From an optimization exercise on the open Yosys and OpenROAD flow, aimed at small area, a short achievable clock period and few clock cycles; shortcuts taken in it are not production practice. Only simulation tests tie the RTL to the original design; equivalence was not proved. Power figures rest on the tool's default switching activity, not on a simulated workload.

## alpha
Design th_core, start of the top module:
module th_core (
    input  wire        clk,
    input  wire        rst,           
    input  wire        run_start,
    input  wire [31:0] run_budget,    
    output wire        busy,
    output reg         done,
    output wire [31:0] consumed,
    output reg         refused,
    input  wire        host_wr,
    input  wire [4:0]  host_idx,
    input  wire [15:0] host_wdata,
    input  wire        di_req,
    input  wire [1:0]  irq_line,      
    output wire [31:0] pc_o,
    output wire [31:0] st_o,
    output wire        intout,
    output wire        mem_req,
    output wire        mem_we,
    output wire [27:0] mem_addr,
    output wire [15:0] mem_wdata,
    input  wire        mem_ready,
    input  wire [15:0] mem_rdata
);
For scale: about 5200 cells after synthesis, roughly 1300 flip-flops, roughly 220 I/O pins.
==> flow/config.mk <==
export PLATFORM = sky130hd
export DESIGN_NAME = th_core
export DESIGN_NICKNAME = th_core
export VERILOG_FILES = /design/flow/design.v
export SDC_FILE = /design/flow/constraint.sdc
export NUM_CORES = 4
export LEC_CHECK = 0
export CAP_MARGIN = 20
export CORE_MARGIN = 2
export CORE_UTILIZATION = 40
export CTS_BUF_LIST = sky130_fd_sc_hd__clkbuf_8
export SLEW_MARGIN = 20
export TNS_END_PERCENT = 0
==> flow/constraint.sdc <==
create_clock -name core_clock -period 12.0 [get_ports {clk}]
set_input_delay 2.4000 -clock core_clock [delete_from_list [all_inputs] [get_ports {clk}]]
set_output_delay 2.4000 -clock core_clock [all_outputs]
set_load 0.01 [all_outputs]
standard.sh (not shown) runs the stock make flow with config.mk's settings and CLKGATE_MAP_FILE= SYNTH_SCRIPT=/design/flow/synth_recipe.tcl, a recipe that flattens the netlist after the stock synthesis.
==> flow/flow/run.sh <==
#!/bin/bash
set -euo pipefail
bash standard.sh SETUP_SLACK_MARGIN=8 finish > orfs_make.log 2>&1
alpha: no failed stages, no open violations at the end
Testbench counts of alpha, summed over its fixed seeds: cycles 182,188.
--- input diff alpha..beta ---
Settings: changing TNS_END_PERCENT from 0 to 2.
==> flow/flow/run.sh <==
#!/bin/bash
set -euo pipefail
bash standard.sh SETUP_SLACK_MARGIN=7 finish > orfs_make.log 2>&1
### Flow results
Post-route clock skew: beta vs alpha — no meaningful difference. The source-to-sink clock delay at the later pin of the worst-skew pair was comparable across beta and alpha. Compare beta and alpha | fraction of the cycle the final worst path needs lower: alpha. Post-CTS setup repair buffer count in beta vs alpha: down about 50%. Compared with alpha, beta shows logic gate share of total power lower by 0.3 points. The final reports for beta and alpha show share of the core filled with cells in the final layout lower in the former. Relative to alpha, the final cell count measured on beta has decreased slightly. beta: flow completed, timing, DRC and antenna clean. alpha closes out successfully: all stages finished, all timing, DRC and antenna checks passed. Any difference in hold slack between alpha and beta is small enough to ignore. Post-layout minimum cycle time in beta vs alpha: up 220 ps.
> inputs changed (beta -> gamma)
Settings: changing TNS_END_PERCENT from 2 to 5; removing CTS_BUF_LIST (formerly sky130_fd_sc_hd__clkbuf_8).
==> flow/flow/run.sh <==
#!/bin/bash
set -euo pipefail
bash standard.sh SETUP_SLACK_MARGIN=8 "BUFFER_PORTS_ARGS=-buffer_cell sky130_fd_sc_hd__buf_4" finish > orfs_make.log 2>&1
--- outcome ---
- Final design instance area without fill ended up 5.8% higher on gamma than on beta.
- Changes observed in gamma relative to beta: cell count along the critical path climbed 6; time the final worst path needs with I/O delays and setup dropped 310 ps.
Here is what was changed in the inputs of delta compared with gamma.
==> flow/flow/run.sh <==
#!/bin/bash
set -euo pipefail
bash standard.sh SETUP_SLACK_MARGIN=8 finish > orfs_make.log 2>&1
### Flow results
Diff gamma -> delta: slew at the pin with the worst max-slew slack shows an increase of 92 ps, final core area utilization dropped 0.17 points, required time of the critical path moved down. On delta: area taken by multi-input logic gates is 2.1% lower than what gamma gave. gamma leaves more setup margin than delta. The higher routing usage on met2 came out of delta.

---

== run 1 ==
th_core again, from the RTL that the note above started with.
clock: 12.0 ns
lec_check: 0
cap_margin: 20
core_margin: 2
core_utilization: 40
cts_buf_list: sky130_fd_sc_hd__clkbuf_8
slew_margin: 20
tns_end_percent: 2
==> flow/flow/run.sh <==
#!/bin/bash
set -euo pipefail
bash standard.sh SETUP_SLACK_MARGIN=9 finish > orfs_make.log 2>&1
Run 1 was carried through to the last stage, and its layout satisfied the timing, DRC and antenna checks.
Testbench counts of run 1, summed over its fixed seeds: cycles 182,188.
Modified inputs, run 2 compared to run 1
- TNS_END_PERCENT changed from 2 to 5
==> flow/flow/run.sh <==
#!/bin/bash
set -euo pipefail
bash standard.sh SETUP_SLACK_MARGIN=8 finish > orfs_make.log 2>&1
==> summary.txt <==
- Delta(final worst-path setup slack, run 2 - run 1) > 0
- Run 2 vs run 1 — total of plain and repair buffers excluding clock buffers dropped by more than 10%
- Diff run 1 -> run 2: total power lost 0.85%; fraction of area in clock buffers and inverters flat; number of antenna violations at the first check in global routing has increased; final design instance area without fill fell 1300 sq um.
- Relative to run 1, number of buffers created by CTS has increased by 2 in run 2.
- Switching share of total power delta for run 2 relative to run 1: 0.17 points lower
- Between run 2 and run 1, it is run 2 whose register-to-register slack is lower, by 40 ps.
The following lists how run 3 was set up differently from run 2:
- a change of TNS_END_PERCENT from 5 to 2
### Flow results
- Against run 2, minimum setup slack among reg-to-reg paths in run 3 came out worse.
- Per the comparison of run 3 with run 2, non-filler instance count after layout went down by about 0.6%, share of power burned in combinational logic went down by 0.4 points, shortest period the worst path allows went up by 25 ps.
- Run 3 vs run 2: number of buffers inserted during clock tree synthesis down slightly
- Multi-input gate share of the layout cell area ended up 0.27 points lower on run 3 than on run 2.

==> afterwards: timing with drivers on the ports <==
The flow's constraints put no driver on any port. The routed layouts listed below were extracted and timed again, unchanged, in two steps.
Step 1, drivers: a clkbuf_16 drives clk and a buf_2 each remaining input, both assumed.
Step 2 times the ports against the registers' clock, not the clock port: input delays grow and output delays shrink by t, the midpoint of the rising clock arrivals with the driver on.
Three values: ideal, step 1, step 2; two values: the first two.
run | t, ns | slack for setup (ns) | clock arrival spread, ns
alpha | 1.054 | 6.952 / 6.904 / 5.850 | 0.068 / 0.068
beta | 1.046 | 6.733 / 6.741 / 5.695 | 0.067 / 0.068
gamma | 0.863 | 7.039 / 7.064 / 6.201 | 0.048 / 0.048
delta | 0.893 | 6.951 / 6.863 / 6.043 | 0.053 / 0.054
run 1 | 1.050 | 7.064 / 6.981 / 6.091 | 0.067 / 0.067
run 2 | 1.056 | 7.085 / 6.998 / 6.032 | 0.052 / 0.052
run 3 | 1.023 | 7.061 / 6.984 / 6.104 | 0.040 / 0.040
After both steps setup and hold are still met in every run listed. For alpha, which loses most, drivers alone change the setup slack by -0.048 ns; drivers and shift together by -1.102 ns.
